Context: an optimization exercise on an open-source flow, tuned for small area, a short achievable clock period and few clock cycles. The choices shown serve that exercise and are no tape-out recipe. Where RTL was checked, it was by simulation tests only, not by an equivalence proof against the original. No activity file was given, so power comes from the tool's default toggle rates.

==> inputs of job 4451 <==
==> flow/design.v <==
module apx_fld #(parameter N = 32) (
    input  wire [2:0]   a,       
    input  wire [2:0]   base,    
    input  wire [5:0]   w,
    input  wire         lsb,
    input  wire [3:0]   cnt,
    input  wire         wr,      
    input  wire [7:0]   din,     
    output wire [N-1:0] en,      
    output wire [N-1:0] we,      
    output wire [7:0]   rot
);
    function gtc;
        input [6:0] x;
        input [6:0] c;
        integer i;
        reg r, eq;
        begin
            r  = 1'b0;
            eq = 1'b1;
            for (i = 6; i >= 0; i = i - 1) begin
                if (!c[i]) r = r | (eq & x[i]);
                eq = eq & (x[i] == c[i]);
            end
            gtc = r;
        end
    endfunction
    wire [4:0] d    = lsb ? ({1'b0, cnt} - {2'b0, base}) : ({2'b0, base} - {1'b0, cnt});
    wire [7:0]  dsel = lsb ? {din[0], din[1], din[2], din[3], din[4], din[5], din[6], din[7]} : din;
    wire [15:0] dd   = {dsel, dsel} >> a;
    assign rot = dd[7:0];
    wire [5:0] dh;
    assign dh[0] = (d == 5'd0);
    assign dh[1] = (d == 5'd1);
    assign dh[2] = (d == 5'd2);
    assign dh[3] = (d == 5'd3);
    assign dh[4] = (d == 5'd4);
    assign dh[5] = 1'b0;
    wire [5:0] dw = dh & {6{wr}};
    genvar k;
    generate
        for (k = 0; k < N; k = k + 1) begin : g_en
            wire cy = gtc({4'd0, a}, 7 - (k % 8));
            wire wm = gtc({1'b0, w}, k);
            assign en[k] = wm && (cy ? dh[k / 8 + 1] : dh[k / 8]);
            assign we[k] = wm && (cy ? dw[k / 8 + 1] : dw[k / 8]);
        end
    endgenerate
endmodule
module apx_readout (
    input  wire        clk,
    input  wire        rst,             
    input  wire        cfg_has_start,
    input  wire [7:0]  cfg_start,
    input  wire        cfg_has_end,
    input  wire [7:0]  cfg_end,
    input  wire [3:0]  cfg_payload_len,  
    input  wire        cfg_lsb,          
    input  wire [5:0]  cfg_col_off,
    input  wire [5:0]  cfg_col_w,
    input  wire [5:0]  cfg_row_off,
    input  wire [5:0]  cfg_row_w,
    input  wire [5:0]  cfg_toa_off,
    input  wire [5:0]  cfg_toa_w,
    input  wire [5:0]  cfg_tot_off,
    input  wire [5:0]  cfg_tot_w,
    input  wire        in_valid,
    input  wire [7:0]  in_data,
    output wire        in_ready,
    output wire        hit_valid,
    input  wire        hit_ready,
    output wire [5:0]  hit_col,
    output wire [5:0]  hit_row,
    output wire [31:0] hit_toa,
    output wire [31:0] hit_tot,
    output reg  [15:0] sync_loss_count,
    output reg  [15:0] err_count,
    output reg  [2:0]  last_cause
);
    localparam N_COL = 35;
    localparam N_ROW = 35;
    reg        t_has_start, t_has_end, t_lsb;
    reg [3:0]  t_last;                        
    reg [2:0]  t_col_a, t_row_a, t_toa_a, t_tot_a;
    reg [2:0]  t_col_b, t_row_b, t_toa_b, t_tot_b;
    reg        t_col_hany, t_row_hany;
    reg [5:0]  t_col_hlo, t_col_hhi, t_row_hlo, t_row_hhi;
    function [12:0] hi_tab;      
        input [5:0] off;
        input [5:0] w;
        input       lsb;
        reg   [6:0] e;
        begin
            e = {1'b0, off} + {1'b0, w} - 7'd1;
            hi_tab[12]  = (w > 6'd6);
            hi_tab[11:6] = lsb ? off + 6'd6 : off;
            hi_tab[5:0]  = lsb ? e[5:0] : e[5:0] - 6'd6;
        end
    endfunction
    function [5:0] fld_tab;      
        input [5:0] off;
        input [5:0] w;
        input       lsb;
        reg   [6:0] e;
        begin
            e = {1'b0, off} + {1'b0, w} - 7'd1;
            fld_tab[5:3] = lsb ? off[2:0] : ~e[2:0];
            fld_tab[2:0] = lsb ? off[5:3] : e[5:3];
        end
    endfunction
    always @(posedge clk) begin
        t_has_start <= cfg_has_start;
        t_has_end   <= cfg_has_end;
        t_lsb       <= cfg_lsb;
        t_last      <= cfg_payload_len + {3'd0, cfg_has_end} - 4'd1;
        {t_col_a, t_col_b} <= fld_tab(cfg_col_off, cfg_col_w, cfg_lsb);
        {t_col_hany, t_col_hlo, t_col_hhi} <= hi_tab(cfg_col_off, cfg_col_w, cfg_lsb);
        {t_row_hany, t_row_hlo, t_row_hhi} <= hi_tab(cfg_row_off, cfg_row_w, cfg_lsb);
        {t_row_a, t_row_b} <= fld_tab(cfg_row_off, cfg_row_w, cfg_lsb);
        {t_toa_a, t_toa_b} <= fld_tab(cfg_toa_off, cfg_toa_w, cfg_lsb);
        {t_tot_a, t_tot_b} <= fld_tab(cfg_tot_off, cfg_tot_w, cfg_lsb);
    end
    reg        reading;         
    reg        skipping;        
    reg [3:0]  cnt;             
    reg        rec_valid;       
    reg [31:0] toa_r, tot_r;
    reg [5:0]  col_r, row_r;
    reg        col_hi, row_hi;  
    wire       take     = reading || !t_has_start;
    wire       is_start = (in_data == cfg_start);
    wire       last     = (cnt == t_last);
    wire       first    = (cnt == 4'd0);
    assign in_ready  = !rec_valid || !take || hit_ready;
    assign hit_valid = rec_valid;
    wire accept = in_valid && in_ready;
    wire wr     = accept && take;
    wire [31:0] toa_en, tot_en, toa_we, tot_we;
    wire [5:0]  col_en, row_en, col_we, row_we;
    wire [7:0]  toa_rot, tot_rot, col_rot, row_rot;
    apx_fld u_toa (.a(t_toa_a), .base(t_toa_b), .w(cfg_toa_w), .lsb(t_lsb), .cnt(cnt), .wr(wr),
                   .din(in_data), .en(toa_en), .we(toa_we), .rot(toa_rot));
    apx_fld u_tot (.a(t_tot_a), .base(t_tot_b), .w(cfg_tot_w), .lsb(t_lsb), .cnt(cnt), .wr(wr),
                   .din(in_data), .en(tot_en), .we(tot_we), .rot(tot_rot));
    apx_fld #(.N(6)) u_col (.a(t_col_a), .base(t_col_b), .w(cfg_col_w), .lsb(t_lsb), .cnt(cnt), .wr(wr),
                   .din(in_data), .en(col_en), .we(col_we), .rot(col_rot));
    apx_fld #(.N(6)) u_row (.a(t_row_a), .base(t_row_b), .w(cfg_row_w), .lsb(t_lsb), .cnt(cnt), .wr(wr),
                   .din(in_data), .en(row_en), .we(row_we), .rot(row_rot));
    reg [5:0] col_n, row_n;
    integer i;
    always @(*) begin
        for (i = 0; i < 6; i = i + 1) begin
            col_n[i] = col_en[i] ? col_rot[i] : col_r[i];
            row_n[i] = row_en[i] ? row_rot[i] : row_r[i];
        end
    end
    function [7:0] byte_mask;
        input [3:0] j;
        input [5:0] lo;
        input [5:0] hi;
        reg   [7:0] ge, le;
        begin
            ge = (j > {1'b0, lo[5:3]}) ? 8'hFF : (j == {1'b0, lo[5:3]}) ? (8'hFF << lo[2:0]) : 8'h00;
            le = (j < {1'b0, hi[5:3]}) ? 8'hFF : (j == {1'b0, hi[5:3]}) ? (8'hFF >> ~hi[2:0]) : 8'h00;
            byte_mask = ge & le;
        end
    endfunction
    wire [7:0] sb = {in_data[0], in_data[1], in_data[2], in_data[3],
                     in_data[4], in_data[5], in_data[6], in_data[7]};
    wire col_hb = t_col_hany && |(sb & byte_mask(cnt, t_col_hlo, t_col_hhi));
    wire row_hb = t_row_hany && |(sb & byte_mask(cnt, t_row_hlo, t_row_hhi));
    wire col_hi_n = (col_hi && !first) || col_hb;
    wire row_hi_n = (row_hi && !first) || row_hb;
    wire bad_end = t_has_end && (in_data != cfg_end);
    wire bad_col = col_hi_n || (col_n >= N_COL);
    wire bad_row = row_hi_n || (row_n >= N_ROW);
    wire bad     = bad_end || bad_col || bad_row;
    wire [2:0] cause = bad_end ? 3'd1 : bad_col ? 3'd3 : 3'd4;
    wire emit      = wr && last;
    wire push      = emit && !bad;
    wire dec_error = emit && bad;
    wire sync_loss = accept && !take && !is_start && !skipping;
    wire pop       = rec_valid && hit_ready;
    always @(posedge clk) begin
        if (rst) begin
            reading         <= 1'b0;
            skipping        <= 1'b0;
            cnt             <= 4'd0;
            rec_valid       <= 1'b0;
            sync_loss_count <= 16'd0;
            err_count       <= 16'd0;
            last_cause      <= 3'd0;
        end else begin
            if (accept) begin
                if (take) begin
                    if (last) begin
                        reading <= 1'b0;
                        cnt     <= 4'd0;
                    end else begin
                        reading <= 1'b1;
                        cnt     <= cnt + 4'd1;
                    end
                end else if (is_start) begin
                    reading <= 1'b1;
                    cnt     <= 4'd0;
                end
            end
            if (push)
                rec_valid <= 1'b1;
            else if (pop)
                rec_valid <= 1'b0;
            if (accept) begin
                if (take) begin
                    if (last)
                        skipping <= 1'b0;
                end else if (is_start) begin
                    skipping <= 1'b0;
                end else begin
                    skipping <= 1'b1;
                end
            end
            if (sync_loss && sync_loss_count != 16'hFFFF)
                sync_loss_count <= sync_loss_count + 16'd1;
            if (dec_error)
                last_cause <= cause;
            if (dec_error && err_count != 16'hFFFF)
                err_count <= err_count + 16'd1;
        end
    end
    always @(posedge clk) begin
        for (i = 0; i < 32; i = i + 1) begin
            if (rst || toa_we[i])
                toa_r[i] <= toa_rot[i % 8] && !rst;
            if (rst || tot_we[i])
                tot_r[i] <= tot_rot[i % 8] && !rst;
        end
        for (i = 0; i < 6; i = i + 1) begin
            if (rst || col_we[i])
                col_r[i] <= col_rot[i] && !rst;
            if (rst || row_we[i])
                row_r[i] <= row_rot[i] && !rst;
        end
        if (wr) begin
            col_hi <= col_hi_n;
            row_hi <= row_hi_n;
        end
    end
    assign hit_col = col_r;
    assign hit_row = row_r;
    assign hit_toa = toa_r;
    assign hit_tot = tot_r;
endmodule
==> flow/flow/run.sh <==
#!/bin/bash
# The standard layout, with plain buf_1 cells as the port buffers in
# place of the delay buffers buffer_ports picks by default.
set -euo pipefail
export BUFFER_PORTS_ARGS="-buffer_cell sky130_fd_sc_hd__buf_1"
bash standard.sh > standard.log 2>&1
==> flow/standard.sh <==
#!/bin/bash
# synth_recipe.tcl (not shown) runs the flow's synth.tcl, then flattens the netlist and writes it again
# the make line also repeats each setting of config.mk as NAME=value (left out here)
make -C /OpenROAD-flow-scripts/flow DESIGN_CONFIG=/design/flow/config.mk WORK_HOME=/design/flow/orfs CLKGATE_MAP_FILE= SYNTH_SCRIPT=/design/flow/synth_recipe.tcl "${@:-finish}"
==> flow/config.mk <==
export PLATFORM = sky130hd
export DESIGN_NAME = apx_readout
export DESIGN_NICKNAME = apx_readout
export VERILOG_FILES = /design/flow/design.v
export SDC_FILE = /design/flow/constraint.sdc
export NUM_CORES = 4
export LEC_CHECK = 0
export ABC_AREA = 1
export CAP_MARGIN = 20
export CORE_MARGIN = 2
export CORE_UTILIZATION = 50
export CTS_BUF_LIST = sky130_fd_sc_hd__clkbuf_4 sky130_fd_sc_hd__clkbuf_8
export SLEW_MARGIN = 20
==> flow/constraint.sdc <==
create_clock -name core_clock -period 10.0 [get_ports {clk}]
set_input_delay 2.0000 -clock core_clock [delete_from_list [all_inputs] [get_ports {clk}]]
set_output_delay 2.0000 -clock core_clock [all_outputs]
set_load 0.01 [all_outputs]
==> job 2737: changes against job 4451 <==
==> flow/design.v, changed modules only <==
module apx_readout (
    input  wire        clk,
    input  wire        rst,             
    input  wire        cfg_has_start,
    input  wire [7:0]  cfg_start,
    input  wire        cfg_has_end,
    input  wire [7:0]  cfg_end,
    input  wire [3:0]  cfg_payload_len,  
    input  wire        cfg_lsb,          
    input  wire [5:0]  cfg_col_off,
    input  wire [5:0]  cfg_col_w,
    input  wire [5:0]  cfg_row_off,
    input  wire [5:0]  cfg_row_w,
    input  wire [5:0]  cfg_toa_off,
    input  wire [5:0]  cfg_toa_w,
    input  wire [5:0]  cfg_tot_off,
    input  wire [5:0]  cfg_tot_w,
    input  wire        in_valid,
    input  wire [7:0]  in_data,
    output wire        in_ready,
    output wire        hit_valid,
    input  wire        hit_ready,
    output wire [5:0]  hit_col,
    output wire [5:0]  hit_row,
    output wire [31:0] hit_toa,
    output wire [31:0] hit_tot,
    output reg  [15:0] sync_loss_count,
    output reg  [15:0] err_count,
    output reg  [2:0]  last_cause
);
    localparam N_COL = 35;
    localparam N_ROW = 35;
    reg        t_has_start, t_has_end, t_lsb;
    reg [3:0]  t_last;                        
    reg [2:0]  t_col_a, t_row_a, t_toa_a, t_tot_a;
    reg [2:0]  t_col_b, t_row_b, t_toa_b, t_tot_b;
    reg        t_col_hany, t_row_hany;
    reg [5:0]  t_col_hlo, t_col_hhi, t_row_hlo, t_row_hhi;
    function [12:0] hi_tab;      
        input [5:0] off;
        input [5:0] w;
        input       lsb;
        reg   [6:0] e;
        begin
            e = {1'b0, off} + {1'b0, w} - 7'd1;
            hi_tab[12]  = (w > 6'd6);
            hi_tab[11:6] = lsb ? off + 6'd6 : off;
            hi_tab[5:0]  = lsb ? e[5:0] : e[5:0] - 6'd6;
        end
    endfunction
    function [5:0] fld_tab;      
        input [5:0] off;
        input [5:0] w;
        input       lsb;
        reg   [6:0] e;
        begin
            e = {1'b0, off} + {1'b0, w} - 7'd1;
            fld_tab[5:3] = lsb ? off[2:0] : ~e[2:0];
            fld_tab[2:0] = lsb ? off[5:3] : e[5:3];
        end
    endfunction
    always @(posedge clk) begin
        t_has_start <= cfg_has_start;
        t_has_end   <= cfg_has_end;
        t_lsb       <= cfg_lsb;
        t_last      <= cfg_payload_len + {3'd0, cfg_has_end} - 4'd1;
        {t_col_a, t_col_b} <= fld_tab(cfg_col_off, cfg_col_w, cfg_lsb);
        {t_col_hany, t_col_hlo, t_col_hhi} <= hi_tab(cfg_col_off, cfg_col_w, cfg_lsb);
        {t_row_hany, t_row_hlo, t_row_hhi} <= hi_tab(cfg_row_off, cfg_row_w, cfg_lsb);
        {t_row_a, t_row_b} <= fld_tab(cfg_row_off, cfg_row_w, cfg_lsb);
        {t_toa_a, t_toa_b} <= fld_tab(cfg_toa_off, cfg_toa_w, cfg_lsb);
        {t_tot_a, t_tot_b} <= fld_tab(cfg_tot_off, cfg_tot_w, cfg_lsb);
    end
    reg        reading;         
    reg        skipping;        
    reg [3:0]  cnt;             
    reg        rec_valid;       
    reg [31:0] toa_r, tot_r;
    reg [5:0]  col_r, row_r;
    reg        col_hi, row_hi;  
    wire       take     = reading || !t_has_start;
    wire       is_start = (in_data == cfg_start);
    wire       last     = (cnt == t_last);
    wire       first    = (cnt == 4'd0);
    reg        h_valid;         
    reg        h_push;          
    reg [7:0]  hbuf;
    reg        rst_d;
    always @(posedge clk)
        rst_d <= rst;
    assign in_ready  = !rst_d && !h_valid && !(rec_valid && take && !first);
    assign hit_valid = rec_valid;
    wire accept = in_valid && in_ready;
    wire pop    = rec_valid && hit_ready;
    wire park   = accept && take && rec_valid && !hit_ready;
    wire drain  = h_valid && hit_ready;
    wire wr     = (accept && take && !park) || drain;
    wire [3:0] cnt_w = h_valid ? 4'd0 : cnt;
    wire [7:0] din_w = h_valid ? hbuf : in_data;
    wire [31:0] toa_en, tot_en, toa_we, tot_we;
    wire [5:0]  col_en, row_en, col_we, row_we;
    wire [7:0]  toa_rot, tot_rot, col_rot, row_rot;
    apx_fld u_toa (.a(t_toa_a), .base(t_toa_b), .w(cfg_toa_w), .lsb(t_lsb), .cnt(cnt_w), .wr(wr),
                   .din(din_w), .en(toa_en), .we(toa_we), .rot(toa_rot));
    apx_fld u_tot (.a(t_tot_a), .base(t_tot_b), .w(cfg_tot_w), .lsb(t_lsb), .cnt(cnt_w), .wr(wr),
                   .din(din_w), .en(tot_en), .we(tot_we), .rot(tot_rot));
    apx_fld #(.N(6)) u_col (.a(t_col_a), .base(t_col_b), .w(cfg_col_w), .lsb(t_lsb), .cnt(cnt_w), .wr(wr),
                   .din(din_w), .en(col_en), .we(col_we), .rot(col_rot));
    apx_fld #(.N(6)) u_row (.a(t_row_a), .base(t_row_b), .w(cfg_row_w), .lsb(t_lsb), .cnt(cnt_w), .wr(wr),
                   .din(din_w), .en(row_en), .we(row_we), .rot(row_rot));
    reg [5:0] col_n, row_n;
    integer i;
    always @(*) begin
        for (i = 0; i < 6; i = i + 1) begin
            col_n[i] = col_en[i] ? col_rot[i] : col_r[i];
            row_n[i] = row_en[i] ? row_rot[i] : row_r[i];
        end
    end
    function [7:0] byte_mask;
        input [3:0] j;
        input [5:0] lo;
        input [5:0] hi;
        reg   [7:0] ge, le;
        begin
            ge = (j > {1'b0, lo[5:3]}) ? 8'hFF : (j == {1'b0, lo[5:3]}) ? (8'hFF << lo[2:0]) : 8'h00;
            le = (j < {1'b0, hi[5:3]}) ? 8'hFF : (j == {1'b0, hi[5:3]}) ? (8'hFF >> ~hi[2:0]) : 8'h00;
            byte_mask = ge & le;
        end
    endfunction
    wire [7:0] sb = {in_data[0], in_data[1], in_data[2], in_data[3],
                     in_data[4], in_data[5], in_data[6], in_data[7]};
    wire col_hb = t_col_hany && |(sb & byte_mask(cnt, t_col_hlo, t_col_hhi));
    wire row_hb = t_row_hany && |(sb & byte_mask(cnt, t_row_hlo, t_row_hhi));
    wire col_hi_n = (col_hi && !first) || col_hb;
    wire row_hi_n = (row_hi && !first) || row_hb;
    wire bad_end = t_has_end && (in_data != cfg_end);
    wire bad_col = col_hi_n || (col_n >= N_COL);
    wire bad_row = row_hi_n || (row_n >= N_ROW);
    wire bad     = bad_end || bad_col || bad_row;
    wire [2:0] cause = bad_end ? 3'd1 : bad_col ? 3'd3 : 3'd4;
    wire tk        = accept && take;
    wire emit      = tk && last;
    wire push      = emit && !bad;
    wire dec_error = emit && bad;
    wire sync_loss = accept && !take && !is_start && !skipping;
    always @(posedge clk) begin
        if (rst) begin
            reading         <= 1'b0;
            skipping        <= 1'b0;
            cnt             <= 4'd0;
            rec_valid       <= 1'b0;
            h_valid         <= 1'b0;
            sync_loss_count <= 16'd0;
            err_count       <= 16'd0;
            last_cause      <= 3'd0;
        end else begin
            if (accept) begin
                if (take) begin
                    if (last) begin
                        reading <= 1'b0;
                        cnt     <= 4'd0;
                    end else begin
                        reading <= 1'b1;
                        cnt     <= cnt + 4'd1;
                    end
                end else if (is_start) begin
                    reading <= 1'b1;
                    cnt     <= 4'd0;
                end
            end
            if ((push && !park) || (drain && h_push))
                rec_valid <= 1'b1;
            else if (pop)
                rec_valid <= 1'b0;
            if (park) begin
                h_valid <= 1'b1;
                h_push  <= push;
                hbuf    <= in_data;
            end else if (drain) begin
                h_valid <= 1'b0;
            end
            if (accept) begin
                if (take) begin
                    if (last)
                        skipping <= 1'b0;
                end else if (is_start) begin
                    skipping <= 1'b0;
                end else begin
                    skipping <= 1'b1;
                end
            end
            if (sync_loss && sync_loss_count != 16'hFFFF)
                sync_loss_count <= sync_loss_count + 16'd1;
            if (dec_error)
                last_cause <= cause;
            if (dec_error && err_count != 16'hFFFF)
                err_count <= err_count + 16'd1;
        end
    end
    always @(posedge clk) begin
        for (i = 0; i < 32; i = i + 1) begin
            if (rst_d || toa_we[i])
                toa_r[i] <= toa_rot[i % 8] && !rst_d;
            if (rst_d || tot_we[i])
                tot_r[i] <= tot_rot[i % 8] && !rst_d;
        end
        for (i = 0; i < 6; i = i + 1) begin
            if (rst_d || col_we[i])
                col_r[i] <= col_rot[i] && !rst_d;
            if (rst_d || row_we[i])
                row_r[i] <= row_rot[i] && !rst_d;
        end
        if (tk) begin
            col_hi <= col_hi_n;
            row_hi <= row_hi_n;
        end
    end
    assign hit_col = col_r;
    assign hit_row = row_r;
    assign hit_toa = toa_r;
    assign hit_tot = tot_r;
endmodule
==> flow/flow/run.sh (replaced) <==
#!/bin/bash
# The standard layout, with plain buf_1 cells as the port buffers in
# place of the delay buffers buffer_ports picks by default, and timing
# repair aimed at a setup slack of 6.2 ns at the 10 ns clock.
set -euo pipefail
export BUFFER_PORTS_ARGS="-buffer_cell sky130_fd_sc_hd__buf_1"
export SETUP_SLACK_MARGIN=6.2
bash standard.sh > standard.log 2>&1
- CORE_UTILIZATION: 50 -> 40
==> summary of the runs <==
Maximum frequency: job 4451 is smaller than job 2737 (16%). Against job 4451, the final area of job 2737 is larger by about 10%. Against job 4451, the synthesized area of job 2737 is larger by about 2.8%. Worst setup slack: job 4451 is lower than job 2737 (0.76 ns). Job 4451 completed without violations. Job 2737 completed without violations. Via count: job 2737 is larger than job 4451 (5.5%). Clock skew: job 4451 is higher than job 2737 (0.012 ns). Against job 2737, the wire length of job 4451 is smaller by about 9%. Utilization: job 2737 is lower than job 4451 (8.1 points). Of job 4451 and job 2737, job 2737 has the higher cell count (gap about 8%, measured against job 2737). Hold slack: job 4451 is worse than job 2737 (0.0011 ns).
==> figures <==
| item | job 4451 | job 2737 |
|---|---|---|
| Outcome | complete, no violations | complete, no violations |
| Iteration-0 DRC Markers | 1226 | 992 |
| Number of clock sinks seen by CTS | 177 | 188 |
| Maximum number of pins on one net before global-route repair | 95 | 48 |
| Met2 global-route usage | 48.1% | 40.3% |
| Post-Syn Nets | 2026 | 2052 |
| Storage cell area | 0.00432 mm2 | 0.00465 mm2 |
| Fin Hold WS | 0.473 ns | 0.474 ns |
| Post-layout utilization of the core | 56.4% | 48.2% |
| Width of the chip | 165 um | 186 um |
| Switching component of the power | 811 uW | 864 uW |
| Crit path largest cell delay | 1.01 ns | 0.26 ns |
| Seq/total area | 30.3% | 29.5% |
| Critical register-to-register path startpoint | cnt[1]$_SDFFE_PP0P_ | h_valid$_SDFFE_PP0P_ |
| Area share of the leading cell type in the synthesized netlist | 18.1% | 19.6% |
| Row Count | 58 | 66 |
| Overall Global Routing Usage | 27.7% | 23.3% |
| Number of nets in the layout | 2178 | 2252 |
| GR met1 Demand/Resource | 36.2% | 30.4% |
| Post-layout instance count excluding filler cells | 2343 | 2544 |
| LEAKAGE | 0.00649 uW | 0.00683 uW |
| Ratio of cells with drive above 1 in the final layout | 4.22% | 12.3% |
Testbench counts of job 4451, summed over its fixed seeds: cycles 41,264.
The RTL of job 2737 was laid out without a check of its function.

## static timing again, ports no longer ideal
The flow's constraints put no driver on any port. The routed layouts listed below were extracted and timed again, unchanged, in two steps.
Step 1 assumes that a clkbuf_16 drives the clock port and a buf_2 every other input.
Step 2 adds t to the input delays and takes it off the output delays; t is the mean of the earliest and latest rising clock arrival at the registers after step 1. Input paths then give back, and output paths get back, about the clock's delay inside the block.
Three values: no drivers, after step 1, after step 2; two values: the first two.
| run | shift t [ns] | slack for setup (ns) | hold slack, ns | slew at the worst register clock pin (ns) | pins driven straight from the clock port |
|---|---|---|---|---|---|
| job 4451 | 0.520 | 5.360 / 5.360 / 5.060 | 0.473 / 0.473 / 0.473 | 0.11 / 0.11 | 1 |
| job 2737 | 0.529 | 6.122 / 6.137 / 5.608 | 0.474 / 0.474 / 0.474 | 0.11 / 0.11 | 1 |
After both steps every run listed still meets setup and hold. The setup slack of job 2737, which loses most, moves by +0.015 ns with the drivers and by -0.514 ns with both steps.
